This design comes from an exercise in tuning for small area, a short achievable clock period and few clock cycles per item on the open sky130 flow, not from production work. The RTL was checked by simulation tests, not by an equivalence proof against the original design. Power is estimated from default activity; no workload was simulated.

==> flow/design.v <==
module dtl_fec_tx (
    input  wire        clk,
    input  wire        rst,
    input  wire        cmd_valid,
    output wire        cmd_ready,
    input  wire        cmd_op,          
    input  wire [7:0]  push_data,       
    input  wire [3:0]  push_cnt,        
    input  wire [3:0]  bld_mod,         
    input  wire [3:0]  bld_fec,         
    input  wire [7:0]  bld_flen,        
    input  wire [15:0] cfg_floor,
    input  wire [15:0] cfg_maxempty,
    output reg         pay_valid,
    output reg  [15:0] pay_data,        
    output reg         frm_valid,
    output wire [11:0] frm_plen,
    output wire [11:0] frm_seq,
    output wire [3:0]  frm_fec,
    output reg  [7:0]  frm_cwid,
    output wire [13:0] frm_off,
    output wire [13:0] frm_short,
    output reg         frm_stop,
    output wire        frm_rem_pend
);
    reg [127:0] q;               
    reg [7:0]   level;
    reg         rem_pend;
    reg [8:0]   rem_bits;        
    reg [3:0]   rem_len;
    reg [3:0]   rem_off;
    reg         rem_c2;          
    reg [7:0]   next_cw;         
    reg [11:0]  frame_no;
    reg [15:0]  empty_cnt;
    reg         busy;            
    reg         flush;           
    reg [1:0]   bm1;             
    reg         c2;              
    reg [9:0]   fsym;            
    reg [1:0]   rfree;           
    reg [9:0]   psym;            
    reg [15:0]  acc;             
    reg [3:0]   wcnt;
    reg [3:0]   off_h;
    reg [2:0]   short_h;
    assign cmd_ready    = !busy && !flush;
    assign frm_plen     = {2'b00, psym};
    assign frm_seq      = frame_no;
    assign frm_fec      = c2 ? 4'd2 : 4'd1;
    assign frm_off      = {10'd0, off_h};
    assign frm_short    = {11'd0, short_h};
    assign frm_rem_pend = rem_pend;
    wire acc_cmd  = cmd_valid && cmd_ready;
    wire do_push  = acc_cmd && !cmd_op;
    wire do_build = acc_cmd && cmd_op;
    reg [7:0] pb;
    integer i;
    always @* begin
        for (i = 0; i < 8; i = i + 1)
            pb[i] = (i < push_cnt) ? push_data[7 - i] : 1'b0;
    end
    wire push_ok = (push_cnt != 4'd0) && (push_cnt <= 4'd8) &&
                   ({1'b0, level} + {5'd0, push_cnt} <= 9'd128);
    wire ins_en  = do_push && push_ok && !rst;
    wire [15:0] pch = {8'd0, pb & {8{ins_en}}} << level[2:0];
    reg  [127:0] ins;
    always @* begin
        for (i = 0; i < 128; i = i + 1)
            ins[i] = ((level[6:3] == (i >> 3)) & pch[i & 7]) |
                     (((i >> 3) != 0) && (level[6:3] == (i >> 3) - 1) & pch[8 + (i & 7)]);
    end
    wire [1:0] b_m1  = busy ? bm1 : (bld_mod[1:0] - 2'd1);
    wire [2:0] b     = {1'b0, b_m1} + 3'd1;
    wire [9:0] f0    = busy ? fsym : {bld_flen, 2'b00};
    wire [1:0] r0    = busy ? rfree : 2'd0;
    wire [9:0] p0    = busy ? psym : 10'd0;
    wire       fnow2 = bld_fec[1];
    wire       rem_chunk = !busy && rem_pend;
    wire       cw_c2 = busy ? c2 : fnow2;        
    wire       do_cw = busy || (do_build && !rem_pend && level != 8'd0);
    wire       f_small = (fsym_small_chk(f0));
    function fsym_small_chk(input [9:0] f);
        fsym_small_chk = (f[9:4] == 6'd0);
    endfunction
    wire [6:0] space_s = {3'd0, f0[3:0]} * {4'd0, b} + {5'd0, r0};
    wire [3:0] n_cw  = cw_c2 ? 4'd10 : 4'd8;
    wire [3:0] k_cw  = cw_c2 ? 4'd6 : 4'd4;
    wire [9:0] enc   = cw_c2 ? {q[0] ^ q[2] ^ q[4], q[4] ^ q[5], q[2] ^ q[3], q[0] ^ q[1], q[5:0]}
                             : {2'b00, ~q[3:0], q[3:0]};
    wire       split = f_small && (space_s < {3'd0, n_cw});
    wire [3:0] take  = (level < {4'd0, k_cw}) ? level[3:0] : k_cw;
    wire c_is4 = (bld_flen == 8'd1) && (bld_mod[2:0] == 3'd1);
    wire c_is8 = ((bld_flen == 8'd1) && (bld_mod[2:0] == 3'd2)) ||
                 ((bld_flen == 8'd2) && (bld_mod[2:0] == 3'd1));
    wire rem_part = (c_is4 && rem_len > 4'd4) || (c_is8 && rem_len > 4'd8);
    wire [3:0] t_rem = c_is4 ? (rem_part ? 4'd4 : rem_len)
                             : (c_is8 && rem_part) ? 4'd8 : rem_len;
    reg  [9:0] cbits;
    reg  [3:0] clen;
    reg  [9:0] cmask;
    always @* begin
        for (i = 0; i < 10; i = i + 1)
            cmask[i] = (i < space_s);
        if (rem_chunk) begin
            cbits = {1'b0, rem_bits & (c_is4 && rem_part ? 9'h00F : c_is8 && rem_part ? 9'h0FF : 9'h1FF)};
            clen  = t_rem;
        end else if (do_cw) begin
            cbits = split ? (enc & cmask) : enc;
            clen  = split ? space_s[3:0] : n_cw;
        end else begin
            cbits = 10'd0;
            clen  = 4'd0;
        end
    end
    wire [3:0] nx = clen - {2'b00, r0};
    reg  [3:0] u;
    reg  [1:0] rnew;
    always @* begin
        case (b_m1)
            2'd0: u = nx;
            2'd1: u = (nx + 4'd1) >> 1;
            2'd2: u = (nx + 4'd2) / 3;
            default: u = (nx + 4'd3) >> 2;
        endcase
        rnew = u * b - nx;
        if (clen == 4'd0) begin
            u = 4'd0;
            rnew = r0;
        end
        if (do_cw && split) begin
            u = f0[3:0];
            rnew = 2'd0;
        end
    end
    wire [9:0] f1 = f0 - {6'd0, u};
    wire [9:0] p1 = p0 + {6'd0, u};
    wire [7:0] lvl1 = do_cw ? level - {4'd0, take} : level;
    wire cont = f1 != 10'd0 && lvl1 != 8'd0 &&
                (do_cw ? !split : (!rem_pend || (!rem_part && rem_c2 == fnow2)));
    wire last = !cont;
    wire [25:0] comb = {10'd0, acc} | ({16'd0, cbits} << wcnt);
    wire [5:0]  tw   = {2'b00, wcnt} + {2'b00, clen} + (last ? {4'd0, rnew} : 6'd0);
    wire        wfull = tw[4];    
    wire        empty  = ({8'd0, level} < cfg_floor);
    wire [15:0] ecnt_inc = (empty_cnt == 16'hFFFF) ? 16'hFFFF : empty_cnt + 16'd1;
    wire [15:0] ecnt_nx  = empty ? ecnt_inc : 16'd0;
    wire step = do_build || busy;
    always @(posedge clk) begin
        pay_valid <= 1'b0;
        frm_valid <= 1'b0;
        pay_data  <= comb[15:0];
        q <= ({q[127:0]} & {128{!rst && !(step && do_cw)}}) |
             ({4'd0, q[127:4]} & {128{!rst && step && do_cw && !cw_c2}}) |
             ({6'd0, q[127:6]} & {128{!rst && step && do_cw && cw_c2}}) |
             ins;
        if (frm_valid)
            frame_no <= frame_no + 12'd1;
        if (do_push && push_ok)
            level <= level + {4'd0, push_cnt};
        if (do_build) begin
            bm1      <= bld_mod[1:0] - 2'd1;
            c2       <= rem_pend ? rem_c2 : fnow2;
            frm_cwid <= next_cw - {7'd0, rem_pend};
            off_h    <= rem_pend ? rem_off : 4'd0;
            empty_cnt <= ecnt_nx;
            frm_stop <= (cfg_maxempty != 16'hFFFF) && (ecnt_nx > cfg_maxempty);
            short_h  <= 3'd0;
            if (rem_pend) begin
                if (rem_part) begin
                    rem_bits <= c_is4 ? {4'd0, rem_bits[8:4]} : {8'd0, rem_bits[8]};
                    rem_len  <= rem_len - (c_is4 ? 4'd4 : 4'd8);
                    rem_off  <= rem_off + (c_is4 ? 4'd4 : 4'd8);
                end else begin
                    rem_pend <= 1'b0;
                end
            end
        end
        if (step) begin
            fsym <= f1;
            rfree <= rnew;
            psym <= p1;
            if (do_cw) begin
                level   <= lvl1;
                next_cw <= next_cw + 8'd1;
                short_h <= (level < {4'd0, k_cw}) ? k_cw[2:0] - level[2:0] : 3'd0;
                if (split) begin
                    rem_pend <= 1'b1;
                    rem_bits <= enc[9:1] >> (space_s[3:0] - 4'd1);
                    rem_len  <= n_cw - space_s[3:0];
                    rem_off  <= space_s[3:0];
                    rem_c2   <= cw_c2;
                end
            end
            busy <= cont;
            if (wfull) begin
                pay_valid <= 1'b1;
                acc  <= comb[25:16];
                wcnt <= tw[3:0];
                if (last) begin
                    if (tw[3:0] != 4'd0) flush <= 1'b1;
                    else begin
                        frm_valid <= 1'b1;
                        acc  <= 16'd0;
                    end
                end
            end else if (last) begin
                pay_valid <= (tw != 6'd0);
                frm_valid <= 1'b1;
                acc  <= 16'd0;
                wcnt <= 4'd0;
            end else begin
                acc  <= comb[15:0];
                wcnt <= tw[3:0];
            end
        end
        if (flush) begin
            pay_valid <= 1'b1;
            pay_data  <= acc;
            frm_valid <= 1'b1;
            flush <= 1'b0;
            acc  <= 16'd0;
            wcnt <= 4'd0;
        end
        if (rst) begin
            busy      <= 1'b0;
            flush     <= 1'b0;
            pay_valid <= 1'b0;
            frm_valid <= 1'b0;
            level     <= 8'd0;
            rem_pend  <= 1'b0;
            next_cw   <= 8'd0;
            frame_no  <= 12'd0;
            empty_cnt <= 16'd0;
            acc       <= 16'd0;
            wcnt      <= 4'd0;
        end
    end
endmodule
==> flow/run.sh <==
#!/bin/bash
# synth_recipe.tcl (not shown) runs the flow's synth.tcl, then flattens the netlist and writes it again
# the make line also repeats each setting of config.mk as NAME=value (left out here)
make -C /OpenROAD-flow-scripts/flow DESIGN_CONFIG=/design/flow/config.mk WORK_HOME=/design/flow/orfs CLKGATE_MAP_FILE= SYNTH_SCRIPT=/design/flow/synth_recipe.tcl finish
==> flow/config.mk <==
export PLATFORM = sky130hd
export DESIGN_NAME = dtl_fec_tx
export DESIGN_NICKNAME = dtl_fec_tx
export VERILOG_FILES = /design/flow/design.v
export SDC_FILE = /design/flow/constraint.sdc
export NUM_CORES = 4
export LEC_CHECK = 0
export CAP_MARGIN = 20
export CORE_MARGIN = 2
export CORE_UTILIZATION = 40
export SLEW_MARGIN = 20
==> flow/constraint.sdc <==
create_clock -name core_clock -period 7.0 [get_ports {clk}]
set_input_delay 1.4000 -clock core_clock [delete_from_list [all_inputs] [get_ports {clk}]]
set_output_delay 1.4000 -clock core_clock [all_outputs]
set_load 0.01 [all_outputs]
==> summary.txt <==
clock sink total ~270; Peak supply drop between 300 and 400 uV; Die Area around 47000 um^2; DR DRC count 0; FF-to-FF path depth 60; hpwl dp around 38000 um; Post-Place Setup Slack -7.66 ns; DR pass1 iterations 6; Peak Freq about 76 MHz; Hold Path Origin acc[14]$_SDFFE_PP0N_; r2r setup slk -5.58 ns; synth top area cells dfxtp_1 (25%), nand2_1 (8.9%), edfxtp_1 (7.0%); starting density of the core 0.406; Crit Path Category in -> reg; R2R Path Start busy$_SDFFE_PP0N_; worst hold path cell count 1; final wirelength between 50000 and 60000 um; via count around 18000; Setup WS post-layout -6.15 ns; flops & latches, synth 271; Critical Path End Type register; hold path endpoint pay_data[14]$_DFF_P_; CTS Hold Bufs 0; max-cap violation count 0; Clock Tree Buf Depth 3; H-tree depth reported by CTS 2; vias per inst between 5 and 6; Final setup viols 46; DRT iter0 DRCs 1407; vias in the first global route ~18000; final net count roughly 2800; fin area between 20000 and 25000 um^2; period utilization 1.88; RSZ-0062 raised after global routing true; antenna violations before repair 0; largest net degree at the start of global routing between 100 and 150; Root Buffer clkbuf_16; core area 44300 um^2; Synth async-reset ratio 0; mapped cell area roughly 18000 um^2; routed len/inst around 18 um; critical path's top delay family adder cells; Post-synth EDFFs 42; Hold WC Path Type reg -> reg; Fin Hold WS 0.436 ns; most common cell after layout, fill and taps aside nand2_1; first-pass GRT wire length about 90000 um; Layout Check Fail Reasons negative setup slack; DIE HEIGHT 216 um; minimum clock period roughly 13 ns; Worst EP required between 7 and 8 ns; clk slew on worst S/H paths 0.06 ns; most frequent cells in the layout nand2_1 (423), dfxtp_1 (228), buf_4 (228); TNS Setup -196.64 ns; final cell count without fillers around 3200; cell mode on critical path ha_4; post-synthesis sequential area ratio 0.325; ant diodes 0; grt ovf 0; placed insts around 3100; Cells after Synth roughly 2400; IO Pins between 100 and 150; slew margin rel. 0.259; Ys Warns 1; mean post-synth cell area between 7 and 8 um^2; cell taking the most area after synthesis dfxtp_1; Primary FF master, synth dfxtp_1; Layout Skew around 0.017 ns; Post-DRT Antenna Nets 0; PD cells a little under 500 nW/um^2; Area Overhead vs Synth 29.5%; total track usage 0.234; share of cells above drive strength 1 0.179; max-slew violations 0; worst-path fanout max 6; P_leak ~9 nW; dpl cell area 21100 um^2; post-synth cell types 80; CTS tree built; CP Launch Type input port; run status finished with violations; Port Buffers approximately 120; slowest CP cell fa_2; horizontal die dimension between 200 and 250 um; clock latency on the worst-skew pair 0.54 ns; num rows 77; WP buf/inv 12; post-synth top area share 0.255; worst-margin pin slew approximately 1.1 ns; total CTS buffers 34; worst path arrival time 13.56 ns; Hold Vio Cnt, Final 0; GPL Wtd Cong between 0.8 and 0.9; reg2reg end acc[7]$_SDFFE_PP0N_; CP peak stage delay between 0.5 and 0.6 ns
[kinds of logic after synthesis]
family                   after synthesis  share of synthesized area
XOR/XNOR                              93                     0.0461
adder cells (fa/ha/maj)               98                     0.0736
AND/OR/NAND/NOR                      953                      0.235
flip-flops                           271                      0.325
multiplexers                          46                     0.0278
other                                  1                   0.000208
buffers and inverters                266                     0.0614
AO/OA/AOI/OAI                        629                      0.231
[flip-flops by register name (all words and copies together), names as in the netlist, 9 cells and up]
| name | count |
|---|---|
| fsym | 10 |
| q | 128 |
| psym | 10 |
| frame_no | 12 |
| acc | 16 |
| empty_cnt | 16 |
| rem_bits | 9 |
| pay_data | 16 |
[metal layers]
metal | track usage | routed length (um) | vias to the layer above
met5 | 0 | 0 | -
met4 | 0.101 | 2080 | 0
met3 | 0.0330 | 3330 | 124
met2 | 0.404 | 27300 | 603
met1 | 0.292 | 24000 | 8713
li1 | - | - | 8872
[area by class of cell]
type	instances	area, um^2
well taps	592	741
clock buffers	51	1080
inverters	91	369
clock inverters	9	130
repair buffers	365	3120
fillers	4147	21000
flip-flops and latches	271	5850
multi-input cells	1845	12000
[how the worst max path moves through the flow]
| stage | slack [ns] | end | cells past startpoint | start |
|---|---|---|---|---|
| after floorplan | -6.67 | acc[3]$_SDFFE_PP0N_ | 61 | bld_mod[0] |
| after global placement | -7.29 | acc[7]$_SDFFE_PP0N_ | 63 | bld_mod[0] |
| after detailed placement | -7.66 | acc[7]$_SDFFE_PP0N_ | 64 | bld_mod[0] |
| after CTS | -6.11 | frm_valid$_SDFF_PP0_ | 61 | bld_mod[0] |
| after global routing | -6.63 | acc[7]$_SDFFE_PP0N_ | 66 | bld_mod[0] |
| final | -6.15 | acc[7]$_SDFFE_PP0N_ | 62 | bld_mod[0] |
[Yosys cell counts, drive strengths merged, types with 11 or more instances]
cell	n
o31ai	15
ha	85
nor2b	23
xor2	45
a221o	16
a21oi	155
inv	87
nor3	45
dfxtp	229
mux2	11
a21o	24
o221ai	45
nand4	16
a31oi	15
o22ai	25
fa	13
mux2i	33
a311oi	57
and2	26
and3	23
nand2	427
a311o	15
edfxtp	42
nor4	17
clkbuf	134
o21ai	179
buf	41
xnor2	47
a22oi	13
nand3	95
nor2	221
nand2b	26
[worst reg2reg max path, delay by kind of cell, from the launching register on]
kind	cells	cell delay (ns)
xor gates and xnor gates	3	0.76
DFF	1	0.45
AOI/OAI and AO/OA	19	2.95
muxes	1	0.28
and+or+nand+nor	13	3.08
adders and majority gates	13	3.94
buffers and inverters	11	1.00
[stage by stage]
| stage | power (mW) | util |
|---|---|---|
| 2_1_floorplan | 6.39 | - |
| 3_3_place_gp | 8.32 | 0.476 |
| 3_5_place_dp | 8.43 | 0.476 |
| 4_1_cts | 10.8 | 0.516 |
| 5_1_grt | 12.1 | 0.526 |
| 6_report | 11.2 | 0.526 |
[power by group]
part	internal, mW	switching [mW]	leakage, nW
registers	2.16	0.420	2.27
logic	3.09	3.67	6.06
clock network	1.18	0.708	0.599
total	6.43	4.80	8.93
[what timing repair did]
action                     in CTS  in global routing
pin swaps                      64                 81
buffers inserted               35                 15
gates resized for setup        80                 75
setup endpoints to repair      46                 46
Testbench counts, summed over its fixed seeds: cycles 4,531, frames 618.

==> static timing again, ports no longer ideal <==
The flow's constraints put no driver on any port. The routed layout listed below was extracted and timed again, unchanged, in two steps.
Step 1, drivers: a clkbuf_16 drives clk and a buf_2 each remaining input, both assumed.
Step 2 adds t to the input delays and takes it off the output delays; t is the mean of the earliest and latest rising clock arrival at the registers after step 1. Input paths then give back, and output paths get back, about the clock's delay inside the block.
a / b / c = ideal / step 1 / step 2; a / b = the first two.
shift t [ns]: 0.591
setup slack, ns: -6.154 / -6.153 / -6.744
worst setup path after step 2: input to register
cell pins on the clock port's net: 1
The setup slack of this run moves by +0.001 ns with the drivers and by -0.590 ns with both steps.
